This is an optimization exercise on Yosys and OpenROAD, whose aim is small area, a short achievable clock period and few clock cycles per item, not a production implementation. Function was checked by simulation only, so behaviour that the tests miss may differ from the original. No activity file was given, so power comes from the tool's default toggle rates.

## design/flow/run.sh

```bash
#!/bin/bash
# synth_recipe.tcl (not shown) runs the flow's synth.tcl, then flattens the netlist and writes it again
# the make line also repeats each setting of config.mk as NAME=value (left out here)
make -C /OpenROAD-flow-scripts/flow DESIGN_CONFIG=/design/flow/config.mk WORK_HOME=/design/flow/orfs CLKGATE_MAP_FILE= SYNTH_SCRIPT=/design/flow/synth_recipe.tcl finish
```

## design/flow/config.mk

```make
export PLATFORM = sky130hd
export DESIGN_NAME = cvdsp_noise
export DESIGN_NICKNAME = cvdsp_noise
export VERILOG_FILES = /design/flow/design.v
export SDC_FILE = /design/flow/constraint.sdc
export NUM_CORES = 4
export LEC_CHECK = 0
export CAP_MARGIN = 20
export CORE_MARGIN = 2
export CORE_UTILIZATION = 40
export PLACE_DENSITY = 0.6
export SLEW_MARGIN = 20
```

## design/flow/constraint.sdc

```tcl
create_clock -name core_clock -period 22.0 [get_ports {clk}]
set_input_delay 4.4000 -clock core_clock [delete_from_list [all_inputs] [get_ports {clk}]]
set_output_delay 4.4000 -clock core_clock [all_outputs]
set_load 0.01 [all_outputs]
```

## design/flow/design.v

```verilog
module cvdsp_noise (
    input  wire        clk,
    input  wire        rst,           
    input  wire        start,
    input  wire [1:0]  op,
    input  wire        clk_flag,      
    input  wire        hold_flag,     
    input  wire [2:0]  scale_sel,     
    input  wire [31:0] now,           
    input  wire [7:0]  pot_a,         
    input  wire [7:0]  pot_b,         
    input  wire [7:0]  pot3,          
    input  wire [15:0] raw_a,         
    input  wire [15:0] raw_b,         
    input  wire [31:0] arg,           
    input  wire [31:0] cfg_tmin,      
    input  wire [31:0] cfg_tmax,      
    input  wire [15:0] cfg_ext_thresh,  
    input  wire [31:0] cfg_pulse_us,  
    output reg         done,
    output reg  [13:0] quant_mv,      
    output reg         pulse,         
    output reg  [1:0]  fired,         
    output reg  [31:0] seed,          
    output reg  [13:0] cur_a,         
    output reg  [13:0] cur_b,         
    output reg  [31:0] last_a,        
    output reg  [31:0] last_b,        
    output reg  [2:0]  scale,         
    output reg         armed,         
    output reg  [31:0] pulse_until          
);
    localparam [1:0] OP_TICK  = 2'd0;
    localparam [1:0] OP_DRAW  = 2'd1;
    localparam [1:0] OP_QUANT = 2'd2;
    localparam [1:0] OP_SEED  = 2'd3;
    localparam [3:0] S_WAIT  = 4'd0;
    localparam [3:0] S_DISP  = 4'd1;
    localparam [3:0] S_POT1  = 4'd2;    
    localparam [3:0] S_POT2  = 4'd3;    
    localparam [3:0] S_POT3  = 4'd4;    
    localparam [3:0] S_WIN   = 4'd5;    
    localparam [3:0] S_Q1    = 4'd6;    
    localparam [3:0] S_Q2    = 4'd7;    
    localparam [3:0] S_UPD   = 4'd8;    
    localparam [3:0] S_PULSE = 4'd9;    
    localparam [3:0] S_FIN   = 4'd10;
    function [15:0] u8_to_q15;
        input [7:0] v;
        reg [22:0] t;
        begin
            t = {v, 15'd0} + 23'd127;
            u8_to_q15 = t / 23'd255;
        end
    endfunction
    function [15:0] mulq15_u16;
        input [15:0] a;
        input [15:0] b;
        reg [31:0] p;
        begin
            p = a * b;
            mulq15_u16 = p[30:15];
        end
    endfunction
    function [31:0] xorshift;
        input [31:0] x;
        reg [31:0] t;
        begin
            t = x ^ (x << 13);
            t = t ^ (t >> 17);
            xorshift = t ^ (t << 5);
        end
    endfunction
    function [3:0] scale_pick;
        input [2:0] sc;
        input [3:0] semi;
        begin
            case ({sc, semi})
            {3'd2, 4'd0}: scale_pick = 4'd0;
            {3'd2, 4'd1}: scale_pick = 4'd0;
            {3'd2, 4'd2}: scale_pick = 4'd2;
            {3'd2, 4'd3}: scale_pick = 4'd2;
            {3'd2, 4'd4}: scale_pick = 4'd4;
            {3'd2, 4'd5}: scale_pick = 4'd5;
            {3'd2, 4'd6}: scale_pick = 4'd5;
            {3'd2, 4'd7}: scale_pick = 4'd7;
            {3'd2, 4'd8}: scale_pick = 4'd7;
            {3'd2, 4'd9}: scale_pick = 4'd9;
            {3'd2, 4'd10}: scale_pick = 4'd9;
            {3'd2, 4'd11}: scale_pick = 4'd11;
            {3'd3, 4'd0}: scale_pick = 4'd0;
            {3'd3, 4'd1}: scale_pick = 4'd0;
            {3'd3, 4'd2}: scale_pick = 4'd2;
            {3'd3, 4'd3}: scale_pick = 4'd3;
            {3'd3, 4'd4}: scale_pick = 4'd3;
            {3'd3, 4'd5}: scale_pick = 4'd5;
            {3'd3, 4'd6}: scale_pick = 4'd5;
            {3'd3, 4'd7}: scale_pick = 4'd7;
            {3'd3, 4'd8}: scale_pick = 4'd8;
            {3'd3, 4'd9}: scale_pick = 4'd8;
            {3'd3, 4'd10}: scale_pick = 4'd10;
            {3'd3, 4'd11}: scale_pick = 4'd10;
            {3'd4, 4'd0}: scale_pick = 4'd0;
            {3'd4, 4'd1}: scale_pick = 4'd0;
            {3'd4, 4'd2}: scale_pick = 4'd2;
            {3'd4, 4'd3}: scale_pick = 4'd2;
            {3'd4, 4'd4}: scale_pick = 4'd4;
            {3'd4, 4'd5}: scale_pick = 4'd4;
            {3'd4, 4'd6}: scale_pick = 4'd7;
            {3'd4, 4'd7}: scale_pick = 4'd7;
            {3'd4, 4'd8}: scale_pick = 4'd7;
            {3'd4, 4'd9}: scale_pick = 4'd9;
            {3'd4, 4'd10}: scale_pick = 4'd9;
            {3'd4, 4'd11}: scale_pick = 4'd12;
            {3'd5, 4'd0}: scale_pick = 4'd0;
            {3'd5, 4'd1}: scale_pick = 4'd0;
            {3'd5, 4'd2}: scale_pick = 4'd2;
            {3'd5, 4'd3}: scale_pick = 4'd2;
            {3'd5, 4'd4}: scale_pick = 4'd4;
            {3'd5, 4'd5}: scale_pick = 4'd4;
            {3'd5, 4'd6}: scale_pick = 4'd6;
            {3'd5, 4'd7}: scale_pick = 4'd6;
            {3'd5, 4'd8}: scale_pick = 4'd8;
            {3'd5, 4'd9}: scale_pick = 4'd8;
            {3'd5, 4'd10}: scale_pick = 4'd10;
            {3'd5, 4'd11}: scale_pick = 4'd10;
            default: scale_pick = semi;
            endcase
        end
    endfunction
    reg [1:0]  r_op;
    reg        r_clk, r_hold;
    reg [2:0]  r_sel;
    reg [31:0] r_now;
    reg [7:0]  r_pot_a, r_pot_b, r_pot3;
    reg [15:0] r_raw_a, r_raw_b;
    reg [31:0] r_arg;
    reg [31:0] r_tmin, r_tmax;
    reg [15:0] r_thresh;
    reg [31:0] r_pulse_us;
    reg [3:0]  state;
    reg        ch;           
    reg        fire_now;
    reg [15:0] pc_q, pc_sq, pc_cube;
    reg [12:0] win_w;        
    reg [13:0] q_in;         
    reg [2:0]  q_scale;
    reg [6:0]  q_semis;      
    reg [13:0] q_out;
    wire [15:0] pot_q = u8_to_q15(ch ? r_pot_b : r_pot_a);
    wire signed [32:0] span   = $signed({1'b0, r_tmax}) - $signed({1'b0, r_tmin});
    wire signed [49:0] span_p = span * $signed({1'b0, pc_cube});
    wire        [49:0] span_a = span_p[49] ? -span_p : span_p;
    wire        [34:0] span_m = span_a[49:15];
    wire        [31:0] interval = span_p[49] ? (r_tmin - span_m[31:0])
                                             : (r_tmin + span_m[31:0]);
    wire [31:0] ch_last = ch ? last_b : last_a;
    wire [15:0] ch_raw  = ch ? r_raw_b : r_raw_a;
    wire [31:0] el      = r_now - ch_last;
    wire        ch_fire = (ch_raw > r_thresh) ? r_clk : (el >= interval);
    wire [15:0] w_full  = mulq15_u16(16'd5000, u8_to_q15(r_pot3));
    wire [25:0] win_num = seed[11:0] * {win_w, 1'b0};
    wire [13:0] win_v   = (14'd5000 - {1'b0, win_w}) + win_num / 26'd4095;
    wire signed [31:0] arg_s = r_arg;
    wire [13:0] arg_c = (arg_s < 0) ? 14'd0 :
                        (arg_s > 32'sd10000) ? 14'd10000 : arg_s[13:0];
    wire [17:0] semis_n = q_in * 18'd12 + 18'd500;
    wire [6:0]  semis   = semis_n / 18'd1000;
    wire [6:0]  octave  = q_semis / 7'd12;
    wire [3:0]  semi    = q_semis % 7'd12;
    wire [3:0]  pick    = scale_pick(q_scale, semi);
    wire [6:0]  res_sem = (q_scale == 3'd1) ? q_semis : (octave * 7'd12 + {3'd0, pick});
    wire [16:0] res_n   = res_sem * 17'd1000 + 17'd6;
    wire [13:0] res_mv0 = res_n / 17'd12;
    wire [13:0] res_mv  = (res_mv0 > 14'd10000) ? 14'd10000 : res_mv0;
    wire [31:0] until_d = pulse_until - r_now;
    wire        active  = armed && !until_d[31] && (until_d != 32'd0);
    always @(posedge clk) begin
        if (rst) begin
            state    <= S_WAIT;
            done     <= 1'b0;
            quant_mv <= 14'd0;
            pulse    <= 1'b0;
            fired    <= 2'b00;
            seed     <= 32'd1;
            cur_a    <= 14'd5000;
            cur_b    <= 14'd5000;
            last_a   <= 32'd0;
            last_b   <= 32'd0;
            scale    <= 3'd0;
            armed    <= 1'b0;
            pulse_until    <= 32'd0;
            r_op     <= 2'd0;
            r_clk    <= 1'b0;
            r_hold   <= 1'b0;
            r_sel    <= 3'd0;
            r_now    <= 32'd0;
            r_pot_a  <= 8'd0;
            r_pot_b  <= 8'd0;
            r_pot3   <= 8'd0;
            r_raw_a  <= 16'd0;
            r_raw_b  <= 16'd0;
            r_arg    <= 32'd0;
            r_tmin   <= 32'd0;
            r_tmax   <= 32'd0;
            r_thresh <= 16'd0;
            r_pulse_us <= 32'd0;
            ch       <= 1'b0;
            fire_now <= 1'b0;
            pc_q     <= 16'd0;
            pc_sq    <= 16'd0;
            pc_cube  <= 16'd0;
            win_w    <= 13'd0;
            q_in     <= 14'd0;
            q_scale  <= 3'd0;
            q_semis  <= 7'd0;
            q_out    <= 14'd0;
        end else begin
            done <= 1'b0;
            case (state)
            S_WAIT: begin
                if (start) begin
                    r_op       <= op;
                    r_clk      <= clk_flag;
                    r_hold     <= hold_flag;
                    r_sel      <= scale_sel;
                    r_now      <= now;
                    r_pot_a    <= pot_a;
                    r_pot_b    <= pot_b;
                    r_pot3     <= pot3;
                    r_raw_a    <= raw_a;
                    r_raw_b    <= raw_b;
                    r_arg      <= arg;
                    r_tmin     <= cfg_tmin;
                    r_tmax     <= cfg_tmax;
                    r_thresh   <= cfg_ext_thresh;
                    r_pulse_us <= cfg_pulse_us;
                    state      <= S_DISP;
                end
            end
            S_DISP: begin
                fired <= 2'b00;
                case (r_op)
                OP_TICK: begin
                    if (r_hold) begin
                        scale <= ({3'd0, r_pot3} * 11'd6) >> 8;
                        state <= S_PULSE;
                    end else begin
                        win_w <= w_full[12:0];
                        ch    <= 1'b0;
                        state <= S_POT1;
                    end
                end
                OP_DRAW: begin
                    seed  <= xorshift(seed);
                    state <= S_FIN;
                end
                OP_QUANT: begin
                    q_in    <= arg_c;
                    q_scale <= r_sel;
                    state   <= S_Q1;
                end
                default: begin
                    seed  <= r_arg;
                    state <= S_FIN;
                end
                endcase
            end
            S_POT1: begin
                pc_q  <= pot_q;
                pc_sq <= mulq15_u16(pot_q, pot_q);
                state <= S_POT2;
            end
            S_POT2: begin
                pc_cube <= mulq15_u16(pc_sq, pc_q);
                state   <= S_POT3;
            end
            S_POT3: begin
                fire_now <= ch_fire;
                if (ch_fire) begin
                    seed  <= xorshift(seed);
                    state <= S_WIN;
                end else if (ch == 1'b0) begin
                    ch    <= 1'b1;
                    state <= S_POT1;
                end else begin
                    state <= S_PULSE;
                end
            end
            S_WIN: begin
                q_in    <= win_v;
                q_scale <= scale;
                state   <= S_Q1;
            end
            S_Q1: begin
                if (q_scale == 3'd0) begin
                    q_out <= q_in;
                    state <= (r_op == OP_QUANT) ? S_FIN : S_UPD;
                end else begin
                    q_semis <= semis;
                    state   <= S_Q2;
                end
            end
            S_Q2: begin
                q_out <= res_mv;
                state <= (r_op == OP_QUANT) ? S_FIN : S_UPD;
            end
            S_UPD: begin
                if (ch == 1'b0) begin
                    if (q_out != cur_a) begin
                        armed <= 1'b1;
                        pulse_until <= r_now + r_pulse_us;
                    end
                    cur_a    <= q_out;
                    last_a   <= r_now;
                    fired[0] <= 1'b1;
                    ch       <= 1'b1;
                    state    <= S_POT1;
                end else begin
                    cur_b    <= q_out;
                    last_b   <= r_now;
                    fired[1] <= 1'b1;
                    state    <= S_PULSE;
                end
            end
            S_PULSE: begin
                pulse <= active;
                if (!active)
                    armed <= 1'b0;
                state <= S_FIN;
            end
            S_FIN: begin
                if (r_op == OP_QUANT)
                    quant_mv <= q_out;
                done  <= 1'b1;
                state <= S_WAIT;
            end
            default: state <= S_WAIT;
            endcase
        end
    end
endmodule
```

==> notes.md <==
Die H=roughly 470 µm; Ys Warns=1; htree depth=3; # DRC=0; Synth Instances=10894; async set or reset register ratio after synthesis=0%; post-synthesis mux area share=1.86%; GRT Util Overall=roughly a quarter; initial antenna violation count=10; clock sink count=521; post-synthesis adder-cell area fraction=35.0%; crit end category=register; Top FF cell, synth=dfxtp_1; worst hold path class=reg2reg; CP most frequent cell=o21ai_0; Post-CTS Hold Buffers=0; grt ovf=0; CP max-delay cell=fa_1; commonest non-fill, non-tap cells in the layout=nand2_1, inv_1, fa_1; Final min period=20.39 ns; Tcrit/Tclk final=92.7%; Port-buffer cells=419; Startpoint Class=register; die area=218000 µm²; commonest non-fill, non-tap cell in the layout=nand2_1; CTS buffer count=71; Initial Util=between 40% and 50%; synthesized area=approximately 86000 µm²; LEAKAGE=42.6 nW; Worst Tran Pin Value=approximately 1.1 ns; number of global-route vias before repair=76983; global-route wire length before repair=about 440 mm; Nets=13121; layout cells sized above 1=5.11%; hold_ws=0.451 ns; post-synthesis sequential area ratio=between 10 and 15%; VDD IR-drop max=0.0679 mV; WP data arrival=20.95 ns; Routed Antenna Nets=0; detailed-route via count=76791; XOR/XNOR Fraction of Synth Area=5.32%; overall power=6.18 mW; slowest stage delay, CP=0.56 ns; Finished Cell Area=95700 µm²; Post-synth EDFFs=0; Placed Cells incl. Taps=between 10000 and 15000; Clock Pin Slew Worst Setup and Hold Paths=0.06 ns; Routed WL=around 280 mm; Initial DRT Pass Iterations=6; status=no timing/DRC/antenna violations; Max Cap Viol=0; slew margin rel.=24.6%; # rows=170; non-filler cells, final=13988; # IOs=420; area grow syn2layout=11.5%; placed inst area=93100 µm²; DIE WIDTH=roughly 470 µm; CTS root buf=clkbuf_16; Compound-Gate Fraction of Synth Area=15.5%; CP Max Fanout=46; Clock Latency Late Sink=0.72 ns; clk buf depth=3; # setup viols final=0; post-synthesis simple-gate area fraction=a little over a fifth; post-synthesis cell type count=145; Vias/cell=between 5 and 6; WL/cell=20.0 µm; largest net degree at the start of global routing=100; required time worst endpoint=between 20 and 25 ns; Core Footprint=214000 µm²; HPWL Detailed=224 mm; syn avg cell area=7.88 µm²; largest family of logic cells by synthesized area=adder cells; Synth Register Bits=521; pwr dens=64.6 nW/µm²; CTS tree=built; initial DRC count=5737; CP Class=reg2reg; Final Hold Viols=0; FMAX=between 40 and 50 MHz; setup clock skew after layout=0.0312 ns; Slew Viols, Final=0; # fillers=21367; Final Wtd Congestion=roughly 0.89; Setup TNS=0 ns
## cell type report
cell class | instances | area (µm²) | share of cell area, %
flip-flops and latches | 521 | 10500 | 10.9
inverters | 1557 | 5850 | 6.11
well taps | 2838 | 3550 | 3.71
diodes | 6 | 15.0 | 0.0157
clock inverters | 40 | 473 | 0.494
clock buffers | 88 | 1990 | 2.08
repair buffers | 577 | 5400 | 5.64
multi-input cells | 8361 | 68000 | 71.0
## state kept, by name, summed over array words and instances, names as in the netlist, 32 cells and up
register / flops
last_a: 32
r_tmax: 32
pulse_until: 32
r_pulse_us: 32
r_now: 32
r_tmin: 32
r_arg: 32
seed: 32
last_b: 32
## critical path: cells and delay by family, from the launching register on
kind	cells	cell delay (ns)
AO/OA/AOI/OAI	61	10.56
XOR/XNOR	3	0.48
adder cells (fa/ha/maj)	12	4.78
buffers and inverters	14	1.71
flip-flops	1	0.31
multiplexers	1	0.17
AND/OR/NAND/NOR	21	2.20
## through the flow
stage | util, % | setup WS, ns
after floorplan | - | 2.91
after global placement | 43.5 | 0.599
after detailed placement | 43.5 | 0.362
after CTS | 44.7 | 0.235
after global routing | 44.7 | -0.0639
final | 44.7 | 1.61
## cell families (layout without fill, tap and decap cells)
kind of cell | after synthesis | in the layout
XOR/XNOR | 507 | 507
AO/OA/AOI/OAI | 2054 | 2054
buffers and inverters | 2014 | 2262
flip-flops | 521 | 521
other | 2 | 10
adder cells (fa/ha/maj) | 1791 | 1791
AND/OR/NAND/NOR | 3852 | 3852
multiplexers | 153 | 153
## repair_timing
action                                 CTS  global route
gates resized for setup                  0            35
setup buffers                            0             3
endpoints found under the hold margin    0             0
setup endpoints to repair                0            38
## cell usage after synthesis, types with 87 or more instances
cell type  number  area, µm²
dfxtp_1       521      10400
inv_1        1543       5790
a211oi_1       87        653
ha_1          769       9620
nand2b_1      115        719
nor3_1        174        871
fa_1         1021      20400
and2_1        408       2550
clkbuf_1      388       1460
mux2i_1       107       1070
nor2_1        609       2290
a21o_1        115        863
xnor2_1       350       3070
nand2_1      1832       6880
nand3_1       162        811
o21ai_0       313       1570
xor2_1        144       1260
a21oi_1       781       3910
## per-layer routing
layer | track usage (%) | vias to the layer above | wire length, µm
met5 | 0 | - | 0
met4 | 9.21 | 0 | 11100
met3 | 3.16 | 414 | 15800
met2 | 42.5 | 2360 | 132000
met1 | 33.2 | 37773 | 121000
li1 | - | 36244 | -
## power by group
part,internal (mW),total (mW),leakage (nW),switching [mW]
Clock,0.706,1.24,1.20,0.535
Combinational,1.47,3.76,37.1,2.30
Sequential,1.02,1.17,4.24,0.156
## worst paths after layout
path,startpoint,to,slack [ns],cells past startpoint
setup / recovery,r_tmax[0],seed[3],1.61,112
hold / removal,r_raw_a[11],r_raw_a[11],0.45,2
setup reg to reg,r_tmax[0],seed[3],1.61,112
hold reg to reg,r_raw_a[11],r_raw_a[11],0.45,2
Testbench counts, summed over its fixed seeds: cycles 126,652, commands 12,000.

==> afterwards: timing with drivers on the ports <==
How much do the figures lean on ideal ports? The routed layout below was timed once more, with nothing changed but the port constraints.
Step 1: set_driving_cell puts a clkbuf_16 on clk and a buf_2 on each other input, an assumption about the parent block.
Step 2, shift: input delay + t, output delay - t, t = (earliest + latest rising clock arrival at the registers) / 2. This alone moves slack from input paths to output paths.
Slacks: no drivers / after step 1 / after step 2; pairs: no drivers / after step 1.
t (ns): 0.806
setup slack, ns: 1.611 / 1.611 / 1.611
worst setup path at the end: register to register
After both steps setup and hold are still met in this run. For this run, drivers alone change the setup slack by 0.000 ns; drivers and shift together by 0.000 ns.
